This design comes from an exercise in tuning for small area on the open sky130 flow, not from production work. RTL that was checked went through simulation tests only; none was proved equivalent to the original. No activity file was given, so power comes from the tool's default toggle rates.

== run A ==
==> flow/design.v (excerpt) <==
module gfe (
    input  wire        clk,
    input  wire        rst,           
    input  wire        cfg_mode,      
    input  wire [3:0]  cfg_base_col,  
    input  wire        in_valid,
    output wire        in_ready,
    input  wire [7:0]  in_data,
    output wire        out_valid,
    input  wire        out_ready,
    output reg  [7:0]  out_data,
    input  wire        stat_rd,
    input  wire [7:0]  stat_addr,
    output reg         stat_rvalid,
    output reg  [31:0] stat_rdata
);
==> flow/config.mk <==
export PLATFORM = sky130hd
export DESIGN_NAME = gfe
export DESIGN_NICKNAME = gfe
export VERILOG_FILES = /design/flow/design.v
export SDC_FILE = /design/flow/constraint.sdc
export NUM_CORES = 4
export LEC_CHECK = 0
export CAP_MARGIN = 20
export CORE_MARGIN = 2
export CORE_UTILIZATION = 40
export PLACE_DENSITY = 0.6
export SLEW_MARGIN = 20
==> flow/constraint.sdc <==
create_clock -name core_clock -period 10.0 [get_ports {clk}]
set_input_delay 2.0000 -clock core_clock [delete_from_list [all_inputs] [get_ports {clk}]]
set_output_delay 2.0000 -clock core_clock [all_outputs]
set_load 0.01 [all_outputs]
standard.sh (not shown) runs the stock make flow with config.mk's settings and CLKGATE_MAP_FILE= SYNTH_SCRIPT=/design/flow/synth_recipe.tcl, a recipe that flattens the netlist after the stock synthesis.
==> flow/flow/run.sh <==
#!/bin/bash
# Own layout flow: the standard ORFS flow (standard.sh) with two changes:
#  - ports are buffered with the smallest buffer (buf_1) instead of the default choice;
#  - CTS builds the clock tree from mid-size clock buffers without dummy loads.
# Each step's full log is in orfs/logs/; make's output goes to standard.log.
set -euo pipefail
export BUFFER_PORTS_ARGS="-buffer_cell sky130_fd_sc_hd__buf_1"
export CTS_ARGS="-sink_clustering_enable -repair_clock_nets -dont_use_dummy_load -buf_list sky130_fd_sc_hd__clkbuf_8 -sink_clustering_size 20 -sink_clustering_max_diameter 60"
bash standard.sh > standard.log 2>&1
The final layout from run A, which completed every stage, passed the timing, design-rule and antenna checks at the end of the flow.
For run B, these inputs were changed with respect to run A:
# run A
export LEC_CHECK = 0
export CAP_MARGIN = 20
export CORE_MARGIN = 2
export CORE_UTILIZATION = 40
export PLACE_DENSITY = 0.6
export SLEW_MARGIN = 20
create_clock -name core_clock -period 10.0 [get_ports {clk}]
# run B
export LEC_CHECK = 0
export ABC_AREA = 1
export CAP_MARGIN = 20
export CORE_MARGIN = 2
export CORE_UTILIZATION = 40
export CTS_BUF_LIST = sky130_fd_sc_hd__clkbuf_4
export PLACE_DENSITY = 0.6
export SLEW_MARGIN = 20
create_clock -name core_clock -period 10.0 [get_ports {clk}]
==> flow/run.sh (new file) <==
#!/bin/bash
# synth_recipe.tcl (not shown) runs the flow's synth.tcl, then flattens the netlist and writes it again
# the make line also repeats each setting of config.mk as NAME=value (left out here)
make -C /OpenROAD-flow-scripts/flow DESIGN_CONFIG=/design/flow/config.mk WORK_HOME=/design/flow/orfs CLKGATE_MAP_FILE= SYNTH_SCRIPT=/design/flow/synth_recipe.tcl finish
removed: flow/flow/run.sh
removed: flow/standard.sh
Findings:
- Every stage of the flow completed for run B, and the final layout passed the timing, design-rule and antenna checks.
- Run B against run A: clock power higher, proportion of power drawn by combinational gates higher, synthesized net count higher.
- [run B vs run A] synthesized area: higher in run B
- Compared with run A, run B shows a higher number of buffer and inverter instances along the worst setup path.
- Summary: shortest clock period the worst path allows after layout, run B worse than run A
- In the tables for run A and run B, met3 track demand over resource in global routing reads lower with run A.
- Diff run A -> run B | mean post-synth cell area | down by more than 10%
Input-level comparison between run C and run B:
# run B
export LEC_CHECK = 0
export ABC_AREA = 1
export CAP_MARGIN = 20
export CORE_MARGIN = 2
export CORE_UTILIZATION = 40
export CTS_BUF_LIST = sky130_fd_sc_hd__clkbuf_4
export PLACE_DENSITY = 0.6
export SLEW_MARGIN = 20
create_clock -name core_clock -period 10.0 [get_ports {clk}]
# run C
export LEC_CHECK = 0
export ABC_AREA = 1
export CAP_MARGIN = 20
export CORE_MARGIN = 2
export CORE_UTILIZATION = 65
export CTS_BUF_LIST = sky130_fd_sc_hd__clkbuf_2 sky130_fd_sc_hd__clkbuf_4
export PLACE_DENSITY = 0.75
export SLEW_MARGIN = 20
create_clock -name core_clock -period 10.0 [get_ports {clk}]
Findings:
- No stage failed in run C, and the final checks on the layout all came back clean.
- Run C against run B; area of placed instances is down slightly.
- Compared to run B, run C has count of plain and timing-repair buffers in the layout 2.9% lower.
- Wire: run C routes less than run B
- Compared to run B, run C has fraction of the cycle the final worst path needs 2.2 points higher.
- Delta(clock network fraction of total power, run C - run B) < 0
Function was not checked in any run of this note: the RTL went through the layout flow alone.

Setup of JK:
gfe again, from the RTL that the note above started with.
export LEC_CHECK = 0
export CAP_MARGIN = 20
export CORE_MARGIN = 2
export CORE_UTILIZATION = 40
export CTS_BUF_LIST = sky130_fd_sc_hd__clkbuf_8
export CTS_CLUSTER_DIAMETER = 60
export CTS_CLUSTER_SIZE = 20
export PLACE_DENSITY = 0.6
export SLEW_MARGIN = 20
create_clock -name core_clock -period 10.0 [get_ports {clk}]
run.sh (not shown) runs the stock make flow with config.mk's settings and CLKGATE_MAP_FILE= SYNTH_SCRIPT=/design/flow/synth_recipe.tcl, a recipe that flattens the netlist after the stock synthesis.
Stock flow here: none of the scripts above is used.
JK reached the end of the flow, and the finished layout is clean on the timing, design-rule and antenna checks.
## Diff of input files: MS against JK
Settings: clearing CTS_CLUSTER_DIAMETER, which used to be 60; clearing CTS_CLUSTER_SIZE, which used to be 20; clearing CTS_BUF_LIST, which used to be sky130_fd_sc_hd__clkbuf_8.
==> flow/flow/run.sh (new file) <==
#!/bin/bash
# Own layout flow: the standard ORFS flow (standard.sh) with two changes:
#  - ports are buffered with the smallest buffer (buf_1) instead of the default choice;
#  - CTS builds the clock tree from mid-size clock buffers without dummy loads.
# Each step's full log is in orfs/logs/; make's output goes to standard.log.
set -euo pipefail
export BUFFER_PORTS_ARGS="-buffer_cell sky130_fd_sc_hd__buf_1"
export CTS_ARGS="-sink_clustering_enable -repair_clock_nets -dont_use_dummy_load -buf_list sky130_fd_sc_hd__clkbuf_16 -sink_clustering_size 30 -sink_clustering_max_diameter 80"
bash standard.sh > standard.log 2>&1
==> flow/standard.sh (new file) <==
#!/bin/bash
# synth_recipe.tcl (not shown) runs the flow's synth.tcl, then flattens the netlist and writes it again
# the make line also repeats each setting of config.mk as NAME=value (left out here)
make -C /OpenROAD-flow-scripts/flow DESIGN_CONFIG=/design/flow/config.mk WORK_HOME=/design/flow/orfs CLKGATE_MAP_FILE= SYNTH_SCRIPT=/design/flow/synth_recipe.tcl "${@:-finish}"
removed: flow/run.sh
## What came out
No run among JK and MS stopped early or left any final violation; all are clean.
The higher routed metal-1 wirelength came out of JK.
Re design area: MS is about 3% down on JK.
Re number of clock buffers inserted by TritonCTS: MS is 7 down on JK.
Total power (lower): JK
The inputs of AL differ from those of MS as listed below.
Settings: CTS_CLUSTER_DIAMETER now 80, previously not set; CTS_BUF_LIST now sky130_fd_sc_hd__clkbuf_16, previously not set; CTS_CLUSTER_SIZE now 30, previously not set.
==> flow/run.sh (new file) <==
#!/bin/bash
# synth_recipe.tcl (not shown) runs the flow's synth.tcl, then flattens the netlist and writes it again
# the make line also repeats each setting of config.mk as NAME=value (left out here)
make -C /OpenROAD-flow-scripts/flow DESIGN_CONFIG=/design/flow/config.mk WORK_HOME=/design/flow/orfs CLKGATE_MAP_FILE= SYNTH_SCRIPT=/design/flow/synth_recipe.tcl finish
removed: flow/flow/run.sh
removed: flow/standard.sh
[summary]
- Summary of AL over MS: final-layout worst hold slack up 0.0073 ns, arrival time reported for the critical path endpoint climbed 0.71 ns, total power after layout ~0 delta, final cell count held steady.
- Compared with MS, AL shows switching power that has gone up slightly.
- MS was smaller in final cell area than AL.
- [diff] shortest period the worst path allows, AL relative to MS: regression
No run of this note included a check of the RTL's function; only the layout flow was run.

v6:
gfe, a different RTL version from the one above (not shown whole).
Size in the first run: ~800 cells after synthesis, roughly 69 I/O pins.
Design gfe, start of the top module:
module gfe (
    input  wire        clk,
    input  wire        rst,           
    input  wire        cfg_mode,      
    input  wire [3:0]  cfg_base_col,  
    input  wire        in_valid,
    output wire        in_ready,
    input  wire [7:0]  in_data,
    output wire        out_valid,
    input  wire        out_ready,
    output reg  [7:0]  out_data,
    input  wire        stat_rd,
    input  wire [7:0]  stat_addr,
    output reg         stat_rvalid,
    output reg  [31:0] stat_rdata
);
    localparam [2:0] S_LISTEN = 3'd0,
                     S_ACCUM  = 3'd1,
                     S_RENDER = 3'd2,
                     S_ACK    = 3'd3,
                     S_DIAG   = 3'd4,
                     S_FAULT  = 3'd5;
    localparam [7:0] T_NET_ACCEPTED = 8'h18,
                     T_NET_DATA     = 8'h19,
                     T_NET_READ_ERR = 8'h1A,
                     T_NET_WR_DONE  = 8'h1B,
                     T_NET_WR_ERR   = 8'h1C,
                     T_DISP_OK      = 8'h28,
                     T_DISP_ERR     = 8'h29;
    localparam [127:0] DIAG_TEXT = "DISPLAY I/O FAIL";
    reg  [2:0]  state;
    reg  [4:0]  step;
    reg  [1:0]  dstep;
    reg  [5:0]  offset;
    wire        fault = state[2];
    reg  [319:0] rb;
    reg  [5:0]   ph;
    wire         ph0 = ph == 6'd0;
    reg  [39:0] fr;
    reg         fc;          
    reg         rp;          
    wire        mode     = fr[7];
    wire [3:0]  base_col = fr[6:3];
    wire [2:0]  cause    = fr[2:0];
    reg  [1:0]  io;
    wire        req_pending = io == 2'd3;
    wire        d_len       = io == 2'd1;
    wire        d_data      = io == 2'd2;
    reg  [7:0]  cnt;
    wire first  = cnt[7];
    wire second = !cnt[7] && cnt[4:0] == 5'd0;
    wire glyph  = (state == S_RENDER) && !step[4] && !step[3];
    wire rowb   = glyph && !first && !second;
  ...
clock: 10.0 ns
lec_check: 0
cap_margin: 20
core_margin: 2
core_utilization: 65
place_density: 0.8
slew_margin: 20
standard.sh (not shown) runs the stock make flow with config.mk's settings and CLKGATE_MAP_FILE= SYNTH_SCRIPT=/design/flow/synth_recipe.tcl, a recipe that flattens the netlist after the stock synthesis.
==> flow/flow/run.sh <==
#!/bin/bash
# Own layout flow: the standard ORFS flow (standard.sh) with these changes:
#  - after the standard synthesis (bash standard.sh synth, unchanged), the
#    combinational cells are mapped again with area-oriented ABC scripts
#    (flow/map_*.abc). The flip-flops, their names and cell types stay as
#    the standard synthesis made them. The smallest result that Yosys proves
#    equivalent to the standard netlist replaces it; if none is proved, the
#    standard netlist is kept;
#  - ports are buffered with the smallest buffer (buf_1);
#  - CTS builds the clock tree from clkbuf_4 without dummy loads.
# Logs, one per tool run, in this folder: synth.log, unmap.log,
# resyn_<script>.log, equiv_<script>.log, resyn.txt (the choice) and
# standard.log; each ORFS step's full log is under orfs/logs/.
set -uo pipefail
export BUFFER_PORTS_ARGS="-buffer_cell sky130_fd_sc_hd__buf_1"
export CTS_ARGS="-sink_clustering_enable -repair_clock_nets -dont_use_dummy_load -buf_list sky130_fd_sc_hd__clkbuf_4 -sink_clustering_size 10 -sink_clustering_max_diameter 30"
LIB=$FLOW_HOME/platforms/sky130hd/lib/sky130_fd_sc_hd__tt_025C_1v80.lib
R=orfs/results/sky130hd/gfe/base
W=$PWD

bash standard.sh synth > synth.log 2>&1 || exit 1

mkdir -p resyn
cp $R/1_2_yosys.v resyn/std.v
python3 flow/unmap.py $LIB resyn/std.v resyn/conv.v > unmap.log 2>&1

remap() {  # $1 = script name
  local n=$1
  cat > resyn/$n.ys <<EOT
read_liberty -lib $LIB
read_verilog resyn/conv.v
hierarchy -top gfe
proc
opt -purge
techmap
opt -fast -purge
abc -liberty $LIB -dont_use *lpflow* -dont_use *probe* -script $W/flow/$n.abc
opt_clean -purge
hilomap -singleton -hicell sky130_fd_sc_hd__conb_1 HI -locell sky130_fd_sc_hd__conb_1 LO
insbuf -buf sky130_fd_sc_hd__buf_4 A X
splitnets
opt_clean -purge
stat -liberty $LIB
write_verilog -noattr -noexpr -nohex -nodec resyn/$n.v
EOT
  timeout 900 yosys -s resyn/$n.ys > resyn_$n.log 2>&1
}

equiv() {  # $1 = script name
  local n=$1
  cat > resyn/$n.eq.ys <<EOT
read_liberty -ignore_miss_func -ignore_miss_dir $LIB
read_verilog resyn/std.v
rename gfe gold
read_verilog resyn/$n.v
rename gfe gate
hierarchy -check
flatten gold gate
opt_clean
rename -hide gold/w:_* gate/w:_*
equiv_make gold gate eq
hierarchy -top eq
equiv_simple -seq 3
equiv_induct
equiv_status -assert
EOT
  timeout 1200 yosys -s resyn/$n.eq.ys > equiv_$n.log 2>&1
}

pids=()
for s in flow/map_*.abc; do
  remap $(basename $s .abc) &
  pids+=($!)
done
for p in "${pids[@]}"; do wait $p; done

: > resyn.txt
for s in flow/map_*.abc; do
  n=$(basename $s .abc)
  a=$(grep 'Chip area' resyn_$n.log 2>/dev/null | tail -1 | awk '{print $NF}')
  [[ -n "$a" && -s resyn/$n.v ]] && echo "$a $n" >> resyn.txt
done
chosen=""
for n in $(sort -g resyn.txt | awk '{print $2}'); do
  if equiv $n; then chosen=$n; break; fi
  echo "$n not proved equivalent" >> resyn.txt
done
if [[ -n "$chosen" ]]; then
  echo "using $chosen" >> resyn.txt
  cp resyn/$chosen.v $R/1_2_yosys.v
  rm -f $R/1_synth.odb $R/1_synth.sdc
else
  echo "keeping the standard netlist" >> resyn.txt
fi

bash standard.sh > standard.log 2>&1
Other scripts of this flow, unchanged in this note and not shown: flow/flow/map_a.abc, flow/flow/map_b.abc, flow/flow/map_c.abc, flow/flow/map_d.abc, flow/flow/map_e.abc, flow/flow/unmap.py
Having completed the whole flow, v6 delivered a layout that passed the timing, design-rule and antenna checks.
### v6 -> v7
diff --git a/flow/flow/run.sh b/flow/flow/run.sh
--- a/flow/flow/run.sh
+++ b/flow/flow/run.sh
@@ -16 +16 @@
-export CTS_ARGS="-sink_clustering_enable -repair_clock_nets -dont_use_dummy_load -buf_list sky130_fd_sc_hd__clkbuf_4 -sink_clustering_size 10 -sink_clustering_max_diameter 30"
+export CTS_ARGS="-sink_clustering_enable -repair_clock_nets -dont_use_dummy_load -buf_list sky130_fd_sc_hd__clkbuf_4 -sink_clustering_size 12 -sink_clustering_max_diameter 30"
Findings:
Changes observed in v7 relative to v6: largest driver fanout on the critical path increased by 6 relative to the old numbers, layout buffering overhead excluding clock cells closely matched the old numbers, worst clock skew on the final layout increased by 0.024 ns relative to the old numbers.
v7 | status: complete | timing, DRC, antenna: pass
In v7, the synthesis-to-finish area growth came out 0.22 points below the value in v6.
Compared v7 against v6; top achievable clock speed within noise.
On count of non-CTS buffers in the layout, v6 tracks v7 almost exactly.
Total power: v7 below v6
v6 → v7: measured slew at the worst slew-check pin went up; utilization flat; fraction of area in registers stayed essentially flat.

## re-timing with driven ports
The results above use ideal ports. As a check the final layouts listed here were re-extracted and re-timed, cells and wires unchanged.
Step 1, drivers: a clkbuf_16 drives clk and a buf_2 each remaining input, both assumed.
Step 2 times the ports against the registers' clock, not the clock port: input delays grow and output delays shrink by t, the midpoint of the rising clock arrivals with the driver on.
a / b / c = ideal / step 1 / step 2; a / b = the first two.
run | t, ns | slack for setup (ns) | clock arrival spread, ns | worst slew at a driven data input, ns
run A | 0.609 | 3.968 / 3.937 / 3.937 | 0.069 / 0.069 | 0.07
run B | 0.764 | 3.373 / 3.327 / 3.497 | 0.078 / 0.078 | 0.05
run C | 0.751 | 3.153 / 3.110 / 3.430 | 0.042 / 0.042 | 0.04
JK | 0.617 | 3.249 / 3.216 / 3.216 | 0.016 / 0.017 | 0.05
MS | 0.545 | 3.947 / 3.916 / 3.916 | 0.059 / 0.059 | 0.07
AL | 0.559 | 3.236 / 3.204 / 3.204 | 0.023 / 0.022 | 0.05
v6 | 0.660 | 4.281 / 4.244 / 4.270 | 0.097 / 0.097 | 0.05
v7 | 0.652 | 4.296 / 4.271 / 4.271 | 0.121 / 0.121 | 0.05
After both steps setup and hold are still met in every run listed. The setup slack of JK, which loses most, moves by -0.033 ns with the drivers and by -0.033 ns with both steps.
